Context: an optimization exercise on an open-source flow, tuned for small area. The choices shown serve that exercise and are no tape-out recipe. The RTL was checked by simulation tests, not by an equivalence proof against the original design. Power figures rest on the tool's default switching activity, not on a simulated workload.

==> wip/xenon: inputs <==
==> flow/design.v <==
module rsc #(
    parameter NUM_PINS        = 16,
    parameter PIN_CONTROL_MIN = 9,
    parameter ADC_CHANNEL     = 0,
    parameter DISPATCH_CYCLES = 20,
    parameter ROM_DEPTH       = 64
) (
    input  wire                clk,
    input  wire                rst_n,
    input  wire [63:0]         rom_data,
    output reg                 adc_req,
    output wire [7:0]          adc_chan,
    input  wire                adc_ack,
    input  wire [9:0]          adc_data,
    output wire [NUM_PINS-1:0] pwm_out,
    output reg  [1:0]          st_runstate,
    output reg  [3:0]          st_fault_code,
    output wire [15:0]         st_fault_pc,
    output reg                 st_pw_oor,
    output reg  [15:0]         st_pc,
    output wire [15:0]         st_s,
    output wire [15:0]         st_a,
    output wire [15:0]         st_w
);
    localparam [1:0] RS_RESET = 2'd0, RS_RUN = 2'd1, RS_HALTED = 2'd2, RS_FAULTED = 2'd3;
    localparam [3:0] F_ILLEGAL_CMD  = 4'd1, F_PC_RANGE    = 4'd2, F_SAMPLE_UNSET = 4'd3,
                     F_MAP_BOUNDS   = 4'd4, F_MAP_DIV0    = 4'd5, F_BAD_PIN      = 4'd6,
                     F_BOUNDS_UNSET = 4'd7, F_EMIT_DIV0   = 4'd8, F_PW_NEGATIVE  = 4'd9,
                     F_PW_OVERRUN   = 4'd10;
    localparam [3:0] OP_SAMPLE = 4'h1, OP_MAP = 4'h2, OP_EMIT = 4'h3, OP_INIT = 4'h4,
                     OP_LDS = 4'h5, OP_JMP = 4'h6, OP_HALT = 4'h7;
    localparam [1:0] PH_DISP = 2'd0,     
                     PH_SREAD = 2'd1,    
                     PH_SSET = 2'd2,     
                     PH_FRAME = 2'd3;    
    assign adc_chan = ADC_CHANNEL[7:0];
    function automatic [20:0] radd(input [20:0] a, input [20:0] b, input ci);
        integer i;
        reg c;
        begin
            c = ci;
            for (i = 0; i < 21; i = i + 1) begin
                radd[i] = a[i] ^ b[i] ^ c;
                c = (a[i] & b[i]) | (c & (a[i] ^ b[i]));
            end
        end
    endfunction
    function automatic [20:0] rsub(input [20:0] a, input [20:0] b);
        rsub = radd(a, ~b, 1'b1);
    endfunction
    reg signed [15:0] S;
    reg        [11:0] A;           
    reg        [14:0] W;           
    reg               s_valid;
    reg        [11:0] omin;        
    reg        [11:0] ospan;       
    reg               bnd_valid;
    assign st_s = S;
    assign st_a = {{4{A[11]}}, A};
    assign st_w = {1'b0, W};
    assign st_fault_pc = (st_runstate == RS_FAULTED) ? st_pc : 16'd0;
    reg [1:0]  phase;
    reg [14:0] cnt;         
    reg        hi;          
    reg [15:0] R;           
    reg [15:0] Q;           
    reg        ovr;         
    wire [3:0] pin   = R[3:0];
    wire [3:0] iend  = R[7:4];
    wire       emitf = R[8];
    wire [3:0] k     = R[15:12];
    wire [7:0] frame = Q[7:0];
    assign pwm_out = hi ? (16'd1 << pin) : 16'd0;
    wire [3:0] op = rom_data[63:60];
    reg legal;
    always @(*) begin
        case (op)
            OP_SAMPLE: legal = (rom_data[59:0] == 60'd0);
            OP_MAP:    legal = (rom_data[11:0] == 12'd0);
            OP_EMIT:   legal = rom_data[51] ? (rom_data[50:16] == 35'd0)
                                            : (rom_data[51:0] == 52'd0);
            OP_INIT:   legal = (rom_data[51:0] == 52'd0);
            OP_LDS:    legal = (rom_data[59:16] == 44'd0);
            OP_JMP:    legal = (rom_data[59:16] == 44'd0);
            OP_HALT:   legal = (rom_data[59:0] == 60'd0);
            default:   legal = 1'b0;
        endcase
    end
    wire               is_emit  = (op == OP_EMIT);
    wire               bad_pin  = (rom_data[59:56] != 4'd0);
    wire [3:0]         f_pin    = rom_data[55:52];
    wire signed [15:0] f_imm    = rom_data[15:0];
    wire signed [11:0] f_in_min  = rom_data[59:48];
    wire signed [11:0] f_in_max  = rom_data[47:36];
    wire signed [11:0] f_out_min = rom_data[35:24];
    wire signed [11:0] f_out_max = rom_data[23:12];
    wire [20:0] in_span_w = rsub({{9{f_in_max[11]}}, f_in_max}, {{9{f_in_min[11]}}, f_in_min});
    wire [12:0] in_span  = in_span_w[12:0];
    wire [20:0] out_span_w = rsub({{9{f_out_max[11]}}, f_out_max}, {{9{f_out_min[11]}}, f_out_min});
    wire [12:0] out_span = out_span_w[12:0];
    wire [20:0] map_off_w = rsub({{5{S[15]}}, S}, {{9{f_in_min[11]}}, f_in_min});
    wire [16:0] map_off  = map_off_w[16:0];
    wire map_below  = map_off[16];
    wire map_above  = ovr;       
    wire map_bounds_bad = in_span[12] | out_span[12];
    wire [20:0] wide_w = rsub({9'd0, out_span[11:0]}, {9'd0, in_span[11:0]});
    wire map_wide   = wide_w[20];
    wire map_div0   = (in_span[11:0] == 12'd0);    
    wire [20:0] map_mul_w = radd({9'd0, out_span[11:0]}, 21'd0, map_wide);
    wire [12:0] map_mul = map_mul_w[12:0];
    wire signed [15:0] angle  = rom_data[51] ? f_imm : {{4{A[11]}}, A};
    wire [20:0] e_d_w  = rsub({{5{angle[15]}}, angle}, {{9{omin[11]}}, omin});
    wire [16:0] e_d    = e_d_w[16:0];
    wire               e_sgn  = e_d[16];
    wire [16:0]        e_x    = e_d ^ {17{e_sgn}};           
    wire               e_big  = ovr;    
    wire       st_last  = (phase == PH_SSET) && (k == 4'd0);
    wire [4:0] c5       = cnt[4:0];
    wire       c_hi0    = (cnt[14:5] == 10'd0);
    wire       clr      = c_hi0 && (c5 == 5'd1 || c5 == 5'd2);
    wire       cap      = c_hi0 && (c5 == 5'd2);
    wire       win      = c_hi0 && (c5 >= 5'd3) && (c5 <= 5'd17);
    wire [20:0] idx_w   = rsub(21'd17, {16'd0, c5});
    wire [3:0] idx      = idx_w[3:0];
    localparam [14:0] K_EMIT_MUL = 15'd29040;    
    localparam [14:0] K_535      = 15'd535;
    wire [14:0] omin_x = {{3{f_out_min[11]}}, f_out_min};
    reg         b, cin_x, c_inj, p, dneg;
    reg  [16:0] X;
    reg  [15:0] D;
    always @(*) begin
        if (phase != PH_DISP) begin              
            b = Q[14]; X = 17'd1; cin_x = 1'b0; D = 16'd10; p = 1'b0;
            c_inj = 1'b0; dneg = 1'b0;
        end else if (is_emit) begin
            b = cap | K_EMIT_MUL[idx]; X = e_x; cin_x = e_sgn; D = {ospan, 4'd0}; p = 1'b0;
            c_inj = K_535[idx]; dneg = e_sgn;
        end else begin
            b = cap | ((idx <= 4'd12) ? map_mul[idx] : 1'b0);
            X = {1'b0, map_off[15:0]}; cin_x = 1'b0; D = {4'd0, in_span[11:0]}; p = map_wide | cap;
            c_inj = omin_x[idx]; dneg = 1'b0;
        end
    end
    wire [20:0] T_w = radd({4'd0, R, 1'b0}, b ? {4'd0, X} : 21'd0, b & cin_x);
    wire [17:0] T   = T_w[17:0];
    wire [20:0] s1_w = radd({3'd0, T}, ~{5'd0, D}, ~p);
    wire [18:0] s1  = {s1_w[20], s1_w[17:0]};
    wire        ge1 = ~s1[18];
    wire [17:0] U   = ge1 ? s1[17:0] : T;
    wire [20:0] s2_w = radd({3'd0, U}, ~{5'd0, D}, ~p);
    wire [18:0] s2  = {s2_w[20], s2_w[17:0]};
    wire        ge2 = ~s2[18];
    wire [17:0] V   = ge2 ? s2[17:0] : U;
    wire [1:0]  dig = {ge1 & ge2, ge1 ^ ge2};
    wire [15:0] dq  = dneg ? {{14{dig != 2'd0}}, (~dig) + 2'd1} : {14'd0, dig};
    wire [20:0] Qn_w = radd({5'd0, Q[14:0], 1'b0}, {5'd0, dq}, c_inj);
    wire [15:0] Qn  = Qn_w[15:0];
    wire        w_neg  = e_big ? e_sgn  : Q[15];
    wire [20:0] over_w = rsub(21'd20000, {6'd0, Q[14:0]});
    wire        w_over = e_big ? ~e_sgn : (!Q[15] && over_w[20]);
    wire [20:0] lo_w = rsub({6'd0, Q[14:0]}, 21'd535);
    wire [20:0] hi_w = rsub(21'd2350, {6'd0, Q[14:0]});
    wire        w_oor  = lo_w[20] || hi_w[20];
    wire [20:0] pc_inc    = radd({5'd0, st_pc}, 21'd0, 1'b1);
    wire [20:0] cnt_inc   = radd({6'd0, cnt}, 21'd0, 1'b1);
    wire [20:0] k_dec     = radd({17'd0, k}, 21'h1fffff, 1'b0);
    wire [20:0] pin_inc   = radd({17'd0, pin}, 21'd0, 1'b1);
    wire [20:0] frame_inc = radd({13'd0, frame}, 21'd0, 1'b1);
    wire [20:0] sum_w     = radd({5'd0, Q}, {11'd0, adc_data}, 1'b0);
    wire [20:0] pin_lt    = rsub({17'd0, pin}, {17'd0, iend});
    wire run      = (st_runstate == RS_RUN);
    wire t0       = run && (phase == PH_DISP) && (cnt[4:0] == 5'd20);
    wire at_1000  = (cnt == 15'd1000);
    wire at_20000 = (cnt == 15'd20000);
    wire at_low   = emitf ? (cnt == W) : (cnt == 15'd1500);
    reg        fault;       
    reg [3:0]  fcode;
    reg        done;        
    reg [15:0] npc;
    reg        do_halt, do_lds, do_map, do_emit, do_init, do_samp;
    always @(*) begin
        fault = 1'b0; fcode = 4'd0; done = 1'b0; npc = pc_inc[15:0];
        do_halt = 1'b0; do_lds = 1'b0; do_map = 1'b0; do_emit = 1'b0;
        do_init = 1'b0; do_samp = 1'b0;
        if (st_runstate == RS_RESET) begin
            done = 1'b1; npc = 16'd0;
        end else if (t0) begin
            if (st_pc[15:6] != 10'd0) begin
                fault = 1'b1; fcode = F_PC_RANGE;
            end else if (!legal) begin
                fault = 1'b1; fcode = F_ILLEGAL_CMD;
            end else begin
                case (op)
                OP_SAMPLE: do_samp = 1'b1;
                OP_LDS: begin do_lds = 1'b1; done = 1'b1; end
                OP_MAP: begin
                    if (!s_valid) begin
                        fault = 1'b1; fcode = F_SAMPLE_UNSET;
                    end else if (map_bounds_bad) begin
                        fault = 1'b1; fcode = F_MAP_BOUNDS;
                    end else if (!map_below && !map_above && map_div0) begin
                        fault = 1'b1; fcode = F_MAP_DIV0;
                    end else begin
                        do_map = 1'b1; done = 1'b1;
                    end
                end
                OP_EMIT: begin
                    if (bad_pin) begin
                        fault = 1'b1; fcode = F_BAD_PIN;
                    end else if (!bnd_valid) begin
                        fault = 1'b1; fcode = F_BOUNDS_UNSET;
                    end else if (ospan == 12'd0) begin
                        fault = 1'b1; fcode = F_EMIT_DIV0;
                    end else if (w_neg) begin
                        fault = 1'b1; fcode = F_PW_NEGATIVE;
                    end else if (w_over) begin
                        fault = 1'b1; fcode = F_PW_OVERRUN;
                    end else
                        do_emit = 1'b1;
                end
                OP_INIT: begin
                    if (bad_pin) begin
                        fault = 1'b1; fcode = F_BAD_PIN;
                    end else
                        do_init = 1'b1;
                end
                OP_JMP: begin done = 1'b1; npc = rom_data[15:0]; end
                default: do_halt = 1'b1;
                endcase
            end
        end else if (run && phase == PH_SSET && at_1000 && k == 4'd0) begin
            done = 1'b1;
        end else if (run && phase == PH_FRAME && at_20000 && frame == 8'd149 && !pin_lt[20]) begin
            done = 1'b1;
        end
    end
    always @(posedge clk or negedge rst_n) begin
        if (!rst_n) begin
            st_runstate   <= RS_RESET;
            st_fault_code <= 4'd0;
            st_pw_oor     <= 1'b0;
            st_pc         <= 16'd0;
            adc_req       <= 1'b0;
            S             <= 16'sd0;
            A             <= 12'd0;
            W             <= 15'd0;
            s_valid       <= 1'b0;
            bnd_valid     <= 1'b0;
            hi            <= 1'b0;
        end else begin
            adc_req <= do_samp || (run && phase == PH_SSET && at_1000 && k != 4'd0);
            if (st_runstate == RS_RESET) st_runstate <= RS_RUN;
            if (do_halt) st_runstate <= RS_HALTED;
            if (fault) begin
                st_runstate   <= RS_FAULTED;
                st_fault_code <= fcode;
            end
            if (done) st_pc <= npc;
            if (do_lds) S <= f_imm;
            if (run && phase == PH_SSET && at_1000 && k == 4'd0) S <= {5'd0, Q[10:0]};
            if (do_lds || (run && phase == PH_SSET && at_1000 && k == 4'd0)) s_valid <= 1'b1;
            if (do_map) begin
                A         <= map_below ? f_out_min : map_above ? f_out_max : Q[11:0];
                bnd_valid <= 1'b1;
            end
            if (do_emit) begin
                W <= Q[14:0];
                if (w_oor) st_pw_oor <= 1'b1;
            end
            if (done)
                hi <= 1'b0;
            else if (do_emit)
                hi <= (Q[14:0] != 15'd0);
            else if (run && phase == PH_FRAME) begin
                if (at_20000)
                    hi <= (frame == 8'd149) ? 1'b1 : (pin != 4'd8);
                else if (at_low)
                    hi <= 1'b0;
            end
        end
    end
    wire fr_edge = run && phase == PH_FRAME && at_20000;
    always @(posedge clk) begin
        if (do_map) begin
            omin  <= f_out_min;
            ospan <= out_span[11:0];
        end
        if (cap && phase == PH_DISP) ovr <= ge1;
        if (phase == PH_DISP || st_last) begin
            if (clr) begin
                R <= 16'd0;
                if (phase == PH_DISP) Q <= 16'd0;
            end else if (win) begin
                R <= V[15:0];
                Q <= Qn;
            end
        end
        if (do_samp) begin
            Q        <= 16'd0;
            R[15:12] <= 4'd10;
        end
        if (run && phase == PH_SREAD && adc_ack) Q <= sum_w[15:0];
        if (run && phase == PH_SSET && at_1000 && k != 4'd0) R[15:12] <= k_dec[3:0];
        if (do_emit) begin
            R[8:0] <= {1'b1, f_pin, f_pin};
            Q[7:0] <= 8'd149;
        end else if (do_init) begin
            R[8:0] <= {1'b0, f_pin, 4'd8};
            Q[7:0] <= 8'd50;
        end else if (fr_edge) begin
            if (frame == 8'd149) begin
                R[3:0] <= pin_inc[3:0];
                Q[7:0] <= 8'd0;
            end else
                Q[7:0] <= frame_inc[7:0];
        end
        if (done)
            cnt <= 15'd1;
        else if (run && (phase == PH_SREAD ? adc_ack :
                         phase == PH_FRAME ? at_20000 : (do_emit || do_init)))
            cnt <= 15'd1;
        else
            cnt <= cnt_inc[14:0];
        if (done)
            phase <= PH_DISP;
        else if (do_samp)
            phase <= PH_SREAD;
        else if (do_emit || do_init)
            phase <= PH_FRAME;
        else if (run && phase == PH_SREAD && adc_ack)
            phase <= PH_SSET;
        else if (run && phase == PH_SSET && at_1000)
            phase <= PH_SREAD;
    end
endmodule
==> flow/run.sh <==
#!/bin/bash
# synth_recipe.tcl (not shown) runs the flow's synth.tcl, then flattens the netlist and writes it again
# the make line also repeats each setting of config.mk as NAME=value (left out here)
make -C /OpenROAD-flow-scripts/flow DESIGN_CONFIG=/design/flow/config.mk WORK_HOME=/design/flow/orfs CLKGATE_MAP_FILE= SYNTH_SCRIPT=/design/flow/synth_recipe.tcl finish
==> flow/config.mk <==
export PLATFORM = sky130hd
export DESIGN_NAME = rsc
export DESIGN_NICKNAME = rsc
export VERILOG_FILES = /design/flow/design.v
export SDC_FILE = /design/flow/constraint.sdc
export NUM_CORES = 4
export LEC_CHECK = 0
export CAP_MARGIN = 20
export CORE_MARGIN = 2
export CORE_UTILIZATION = 40
export SLEW_MARGIN = 20
==> flow/constraint.sdc <==
create_clock -name core_clock -period 200.0 [get_ports {clk}]
set_input_delay 40.0000 -clock core_clock [delete_from_list [all_inputs] [get_ports {clk}]]
set_output_delay 40.0000 -clock core_clock [all_outputs]
set_load 0.01 [all_outputs]
==> inputs of wip/juniper, as changes to wip/xenon <==
--- a/flow/design.v
+++ b/flow/design.v
@@ -69,7 +69,8 @@
     wire [3:0] iend  = R[7:4];
     wire       emitf = R[8];
     wire [3:0] k     = R[15:12];
-    wire [7:0] frame = Q[7:0];
+    wire [7:0] frame = Q[7:0];    
+    localparam [7:0] F_0 = 8'd1, F_50 = 8'd5, F_LAST = 8'd169;    
     assign pwm_out = hi ? (16'd1 << pin) : 16'd0;
     wire [3:0] op = rom_data[63:60];
     reg legal;
@@ -98,9 +99,12 @@
     wire [12:0] in_span  = in_span_w[12:0];
     wire [20:0] out_span_w = rsub({{9{f_out_max[11]}}, f_out_max}, {{9{f_out_min[11]}}, f_out_min});
     wire [12:0] out_span = out_span_w[12:0];
-    wire [20:0] map_off_w = rsub({{5{S[15]}}, S}, {{9{f_in_min[11]}}, f_in_min});
-    wire [16:0] map_off  = map_off_w[16:0];
-    wire map_below  = map_off[16];
+    wire [15:0] sub_a  = !is_emit ? S : rom_data[51] ? f_imm : {{4{A[11]}}, A};
+    wire [11:0] sub_b  = !is_emit ? f_in_min : omin;
+    wire [20:0] dsub_w = rsub({{5{sub_a[15]}}, sub_a}, {{9{sub_b[11]}}, sub_b});
+    wire        d_sgn  = dsub_w[16];
+    wire [15:0] map_off = dsub_w[15:0];
+    wire map_below  = d_sgn;
     wire map_above  = ovr;       
     wire map_bounds_bad = in_span[12] | out_span[12];
     wire [20:0] wide_w = rsub({9'd0, out_span[11:0]}, {9'd0, in_span[11:0]});
@@ -108,40 +112,42 @@
     wire map_div0   = (in_span[11:0] == 12'd0);    
     wire [20:0] map_mul_w = radd({9'd0, out_span[11:0]}, 21'd0, map_wide);
     wire [12:0] map_mul = map_mul_w[12:0];
-    wire signed [15:0] angle  = rom_data[51] ? f_imm : {{4{A[11]}}, A};
-    wire [20:0] e_d_w  = rsub({{5{angle[15]}}, angle}, {{9{omin[11]}}, omin});
-    wire [16:0] e_d    = e_d_w[16:0];
-    wire               e_sgn  = e_d[16];
-    wire [16:0]        e_x    = e_d ^ {17{e_sgn}};           
+    wire               e_sgn  = d_sgn;
     wire               e_big  = ovr;    
     wire       st_last  = (phase == PH_SSET) && (k == 4'd0);
     wire [4:0] c5       = cnt[4:0];
-    wire       c_hi0    = (cnt[14:5] == 10'd0);
-    wire       clr      = c_hi0 && (c5 == 5'd1 || c5 == 5'd2);
-    wire       cap      = c_hi0 && (c5 == 5'd2);
-    wire       win      = c_hi0 && (c5 >= 5'd3) && (c5 <= 5'd17);
-    wire [20:0] idx_w   = rsub(21'd17, {16'd0, c5});
-    wire [3:0] idx      = idx_w[3:0];
+    wire       clr      = (cnt[14:4] == 11'd0);
+    wire       cap      = clr && (cnt[3:0] == 4'd15);
+    wire       win      = (cnt[14:4] == 11'd1) && (cnt[3:0] != 4'd15);
+    wire [3:0] idx      = cnt[3:0];
+    function automatic [14:0] rev15(input [14:0] v);
+        integer i;
+        for (i = 0; i < 15; i = i + 1) rev15[i] = v[14 - i];
+    endfunction
     localparam [14:0] K_EMIT_MUL = 15'd29040;    
     localparam [14:0] K_535      = 15'd535;
-    wire [14:0] omin_x = {{3{f_out_min[11]}}, f_out_min};
+    wire [14:0] k_mul_r  = rev15(K_EMIT_MUL);
+    wire [14:0] k_535_r  = rev15(K_535);
+    wire [14:0] omin_r   = rev15({{3{f_out_min[11]}}, f_out_min});
+    wire [14:0] mul_r    = rev15({2'b00, map_mul});
     reg         b, cin_x, c_inj, p, dneg;
-    reg  [16:0] X;
+    reg         bx;
     reg  [15:0] D;
     always @(*) begin
         if (phase != PH_DISP) begin              
-            b = Q[14]; X = 17'd1; cin_x = 1'b0; D = 16'd10; p = 1'b0;
+            b = Q[14]; bx = 1'b0; cin_x = 1'b1; D = 16'd10; p = 1'b0;
             c_inj = 1'b0; dneg = 1'b0;
         end else if (is_emit) begin
-            b = cap | K_EMIT_MUL[idx]; X = e_x; cin_x = e_sgn; D = {ospan, 4'd0}; p = 1'b0;
-            c_inj = K_535[idx]; dneg = e_sgn;
+            b = cap | k_mul_r[idx]; bx = b; cin_x = e_sgn; D = {ospan, 4'd0}; p = 1'b0;
+            c_inj = k_535_r[idx]; dneg = e_sgn;
         end else begin
-            b = cap | ((idx <= 4'd12) ? map_mul[idx] : 1'b0);
-            X = {1'b0, map_off[15:0]}; cin_x = 1'b0; D = {4'd0, in_span[11:0]}; p = map_wide | cap;
-            c_inj = omin_x[idx]; dneg = 1'b0;
+            b = cap | (!map_below && mul_r[idx]);
+            bx = b; cin_x = 1'b0; D = {4'd0, in_span[11:0]}; p = map_wide | cap | map_below;
+            c_inj = omin_r[idx]; dneg = 1'b0;
         end
     end
-    wire [20:0] T_w = radd({4'd0, R, 1'b0}, b ? {4'd0, X} : 21'd0, b & cin_x);
+    wire [15:0] X   = map_off ^ {16{is_emit & d_sgn}};
+    wire [20:0] T_w = radd({4'd0, R, 1'b0}, bx ? {5'd0, X} : 21'd0, b & cin_x);
     wire [17:0] T   = T_w[17:0];
     wire [20:0] s1_w = radd({3'd0, T}, ~{5'd0, D}, ~p);
     wire [18:0] s1  = {s1_w[20], s1_w[17:0]};
@@ -161,18 +167,18 @@
     wire [20:0] lo_w = rsub({6'd0, Q[14:0]}, 21'd535);
     wire [20:0] hi_w = rsub(21'd2350, {6'd0, Q[14:0]});
     wire        w_oor  = lo_w[20] || hi_w[20];
-    wire [20:0] pc_inc    = radd({5'd0, st_pc}, 21'd0, 1'b1);
+    wire [20:0] pc_inc    = radd({15'd0, st_pc[5:0]}, 21'd0, 1'b1);
     wire [20:0] cnt_inc   = radd({6'd0, cnt}, 21'd0, 1'b1);
     wire [20:0] k_dec     = radd({17'd0, k}, 21'h1fffff, 1'b0);
     wire [20:0] pin_inc   = radd({17'd0, pin}, 21'd0, 1'b1);
-    wire [20:0] frame_inc = radd({13'd0, frame}, 21'd0, 1'b1);
-    wire [20:0] sum_w     = radd({5'd0, Q}, {11'd0, adc_data}, 1'b0);
+    wire [7:0]  frame_nx  = {frame[6:0], frame[7] ^ frame[5] ^ frame[4] ^ frame[3]};
+    wire [20:0] sum_w     = radd({7'd0, Q[13:0]}, {11'd0, adc_data}, 1'b0);    
     wire [20:0] pin_lt    = rsub({17'd0, pin}, {17'd0, iend});
     wire run      = (st_runstate == RS_RUN);
-    wire t0       = run && (phase == PH_DISP) && (cnt[4:0] == 5'd20);
-    wire at_1000  = (cnt == 15'd1000);
-    wire at_20000 = (cnt == 15'd20000);
-    wire at_low   = emitf ? (cnt == W) : (cnt == 15'd1500);
+    wire t0       = run && (phase == PH_DISP) && (&cnt[4:0]);             
+    wire at_1000  = &{cnt[9:5], cnt[3]};                                  
+    wire at_20000 = &{cnt[14], cnt[11:9], cnt[5]};                        
+    wire at_low   = emitf ? (cnt == W) : &{cnt[10], cnt[8:6], cnt[4:2]};
     reg        fault;       
     reg [3:0]  fcode;
     reg        done;        
@@ -230,7 +236,7 @@
             end
         end else if (run && phase == PH_SSET && at_1000 && k == 4'd0) begin
             done = 1'b1;
-        end else if (run && phase == PH_FRAME && at_20000 && frame == 8'd149 && !pin_lt[20]) begin
+        end else if (run && phase == PH_FRAME && at_20000 && frame == F_LAST && !pin_lt[20]) begin
             done = 1'b1;
         end
     end
@@ -260,7 +266,7 @@
             if (run && phase == PH_SSET && at_1000 && k == 4'd0) S <= {5'd0, Q[10:0]};
             if (do_lds || (run && phase == PH_SSET && at_1000 && k == 4'd0)) s_valid <= 1'b1;
             if (do_map) begin
-                A         <= map_below ? f_out_min : map_above ? f_out_max : Q[11:0];
+                A         <= (map_above && !map_below) ? f_out_max : Q[11:0];
                 bnd_valid <= 1'b1;
             end
             if (do_emit) begin
@@ -273,7 +279,7 @@
                 hi <= (Q[14:0] != 15'd0);
             else if (run && phase == PH_FRAME) begin
                 if (at_20000)
-                    hi <= (frame == 8'd149) ? 1'b1 : (pin != 4'd8);
+                    hi <= (frame == F_LAST) ? 1'b1 : (pin != 4'd8);
                 else if (at_low)
                     hi <= 1'b0;
             end
@@ -299,23 +305,23 @@
             Q        <= 16'd0;
             R[15:12] <= 4'd10;
         end
-        if (run && phase == PH_SREAD && adc_ack) Q <= sum_w[15:0];
+        if (run && phase == PH_SREAD && adc_ack) Q <= {2'b00, sum_w[13:0]};
         if (run && phase == PH_SSET && at_1000 && k != 4'd0) R[15:12] <= k_dec[3:0];
         if (do_emit) begin
             R[8:0] <= {1'b1, f_pin, f_pin};
-            Q[7:0] <= 8'd149;
+            Q[7:0] <= F_LAST;
         end else if (do_init) begin
             R[8:0] <= {1'b0, f_pin, 4'd8};
-            Q[7:0] <= 8'd50;
+            Q[7:0] <= F_50;
         end else if (fr_edge) begin
-            if (frame == 8'd149) begin
+            if (frame == F_LAST) begin
                 R[3:0] <= pin_inc[3:0];
-                Q[7:0] <= 8'd0;
+                Q[7:0] <= F_0;
             end else
-                Q[7:0] <= frame_inc[7:0];
+                Q[7:0] <= frame_nx;
         end
         if (done)
-            cnt <= 15'd1;
+            cnt <= 15'd12;
         else if (run && (phase == PH_SREAD ? adc_ack :
                          phase == PH_FRAME ? at_20000 : (do_emit || do_init)))
             cnt <= 15'd1;
==> flow/flow/run.sh (new file) <==
#!/bin/bash
# Layout flow: the standard ORFS flow (standard.sh, its synthesis unchanged) with two
# changes that only make the layout smaller:
#  - the port buffers that buffer_ports inserts on every input and output are buf_1 cells
#    instead of the default clkdlybuf4s50_1;
#  - clock tree synthesis uses clkbuf_8 buffers and no dummy loads.
# The make output goes to make.log; each ORFS step keeps its own log under orfs/logs/.
set -euo pipefail
WORK="$(cd "$(dirname "${BASH_SOURCE[0]}")/.." && pwd)"
cd "$WORK"
bash "$WORK/standard.sh" \
  "BUFFER_PORTS_ARGS=-buffer_cell sky130_fd_sc_hd__buf_1" \
  "CTS_ARGS=-sink_clustering_enable -repair_clock_nets -buf_list sky130_fd_sc_hd__clkbuf_8 -dont_use_dummy_load" \
  finish > "$WORK/make.log" 2>&1
test -s "$WORK/out/final.def"
==> flow/standard.sh (new file) <==
#!/bin/bash
# synth_recipe.tcl (not shown) runs the flow's synth.tcl, then flattens the netlist and writes it again
# the make line also repeats each setting of config.mk as NAME=value (left out here)
make -C /OpenROAD-flow-scripts/flow DESIGN_CONFIG=/design/flow/config.mk WORK_HOME=/design/flow/orfs CLKGATE_MAP_FILE= SYNTH_SCRIPT=/design/flow/synth_recipe.tcl "${@:-finish}"
removed: flow/run.sh
==> comparison <==
Of wip/juniper and wip/xenon, wip/xenon has the higher synthesized area (gap about 6%, measured against wip/xenon). Die area: wip/juniper is lower than wip/xenon (about 5.6%). In wip/xenon the first-iteration DRC count is higher than in wip/juniper, by about 27%. Hold slack: wip/juniper is lower than wip/xenon (0.042 ns). Between wip/juniper and wip/xenon, the lower core utilization is in wip/juniper (gap 4.7 points). Against wip/juniper, the via count of wip/xenon is higher by 8.2%. Between wip/juniper and wip/xenon, the lower global-route usage is in wip/juniper (gap 1.7 points). Against wip/xenon, the synthesized cell count of wip/juniper is lower by 4.7%. Final area: wip/juniper is lower than wip/xenon (15%). Register-to-register slack: wip/xenon is lower than wip/juniper (1.1 ns).
==> figures <==
item	wip/juniper	wip/xenon
Total chip power	0.000130 W	0.0000984 W
Clock network contribution to total cell area	1.72%	3.81%
Sequential fraction of design power	31.0%	35.6%
Seq. cell area	3650 um2	3670 um2
Outcome	complete, no violations	complete, no violations
Worst clock skew	0.0343 ns	0.0166 ns
Switching share of total power	43.7%	33.9%
Arithmetic-cell share of the synthesized area counting full adders, half adders and majority gates	23.1%	26.1%
Critical path startpoint	rom_data[63]	rom_data[12]
P_clk	0.0000179 W	0.0000339 W
Area grow syn2layout	9.35%	21.0%
Std cell rows	64	66
Finished layout cell area	13,600 um2	16,000 um2
Most common cell in the synthesized netlist	sky130_fd_sc_hd__inv_1	sky130_fd_sc_hd__nand2_1
Shortest clock period the worst path allows after layout	66.97 ns	68.18 ns
Total core area	30,700 um2	32,500 um2
Clock-pin slew on the worst setup and hold paths	0.08 ns	0.06 ns
Max frequency	14.9 MHz	14.7 MHz
Buffer type at the clock tree root	sky130_fd_sc_hd__clkbuf_8	sky130_fd_sc_hd__clkbuf_16
Total met2 wirelength after detailed routing	19,500 um	20,700 um
Worst-skew pair later-pin latency	0.47 ns	0.45 ns
Number of fill cells in the layout	2,991	3,057

## port drivers added, routing unchanged
How much do the figures lean on ideal ports? The routed layouts below were timed once more, with nothing changed but the port constraints.
Step 1, drivers: a clkbuf_16 drives clk and a buf_2 each remaining input, both assumed.
Step 2 times the ports against the registers' clock, not the clock port: input delays grow and output delays shrink by t, the midpoint of the rising clock arrivals with the driver on.
Three values: ideal ports, drivers, drivers and shift; two values: the first two.
run | shift t [ns] | slack for setup (ns) | hold slack, ns | clock arrival spread, ns | worst slew at a driven data input, ns
wip/xenon | 0.497 | 131.825 / 131.850 / 131.352 | 0.509 / 0.509 / 0.509 | 0.017 / 0.017 | 0.06
wip/juniper | 0.506 | 133.034 / 133.060 / 132.554 | 0.467 / 0.467 / 0.467 | 0.034 / 0.035 | 0.05
After both steps every run listed still meets setup and hold. The setup slack of wip/juniper, which loses most, moves by +0.026 ns with the drivers and by -0.480 ns with both steps.
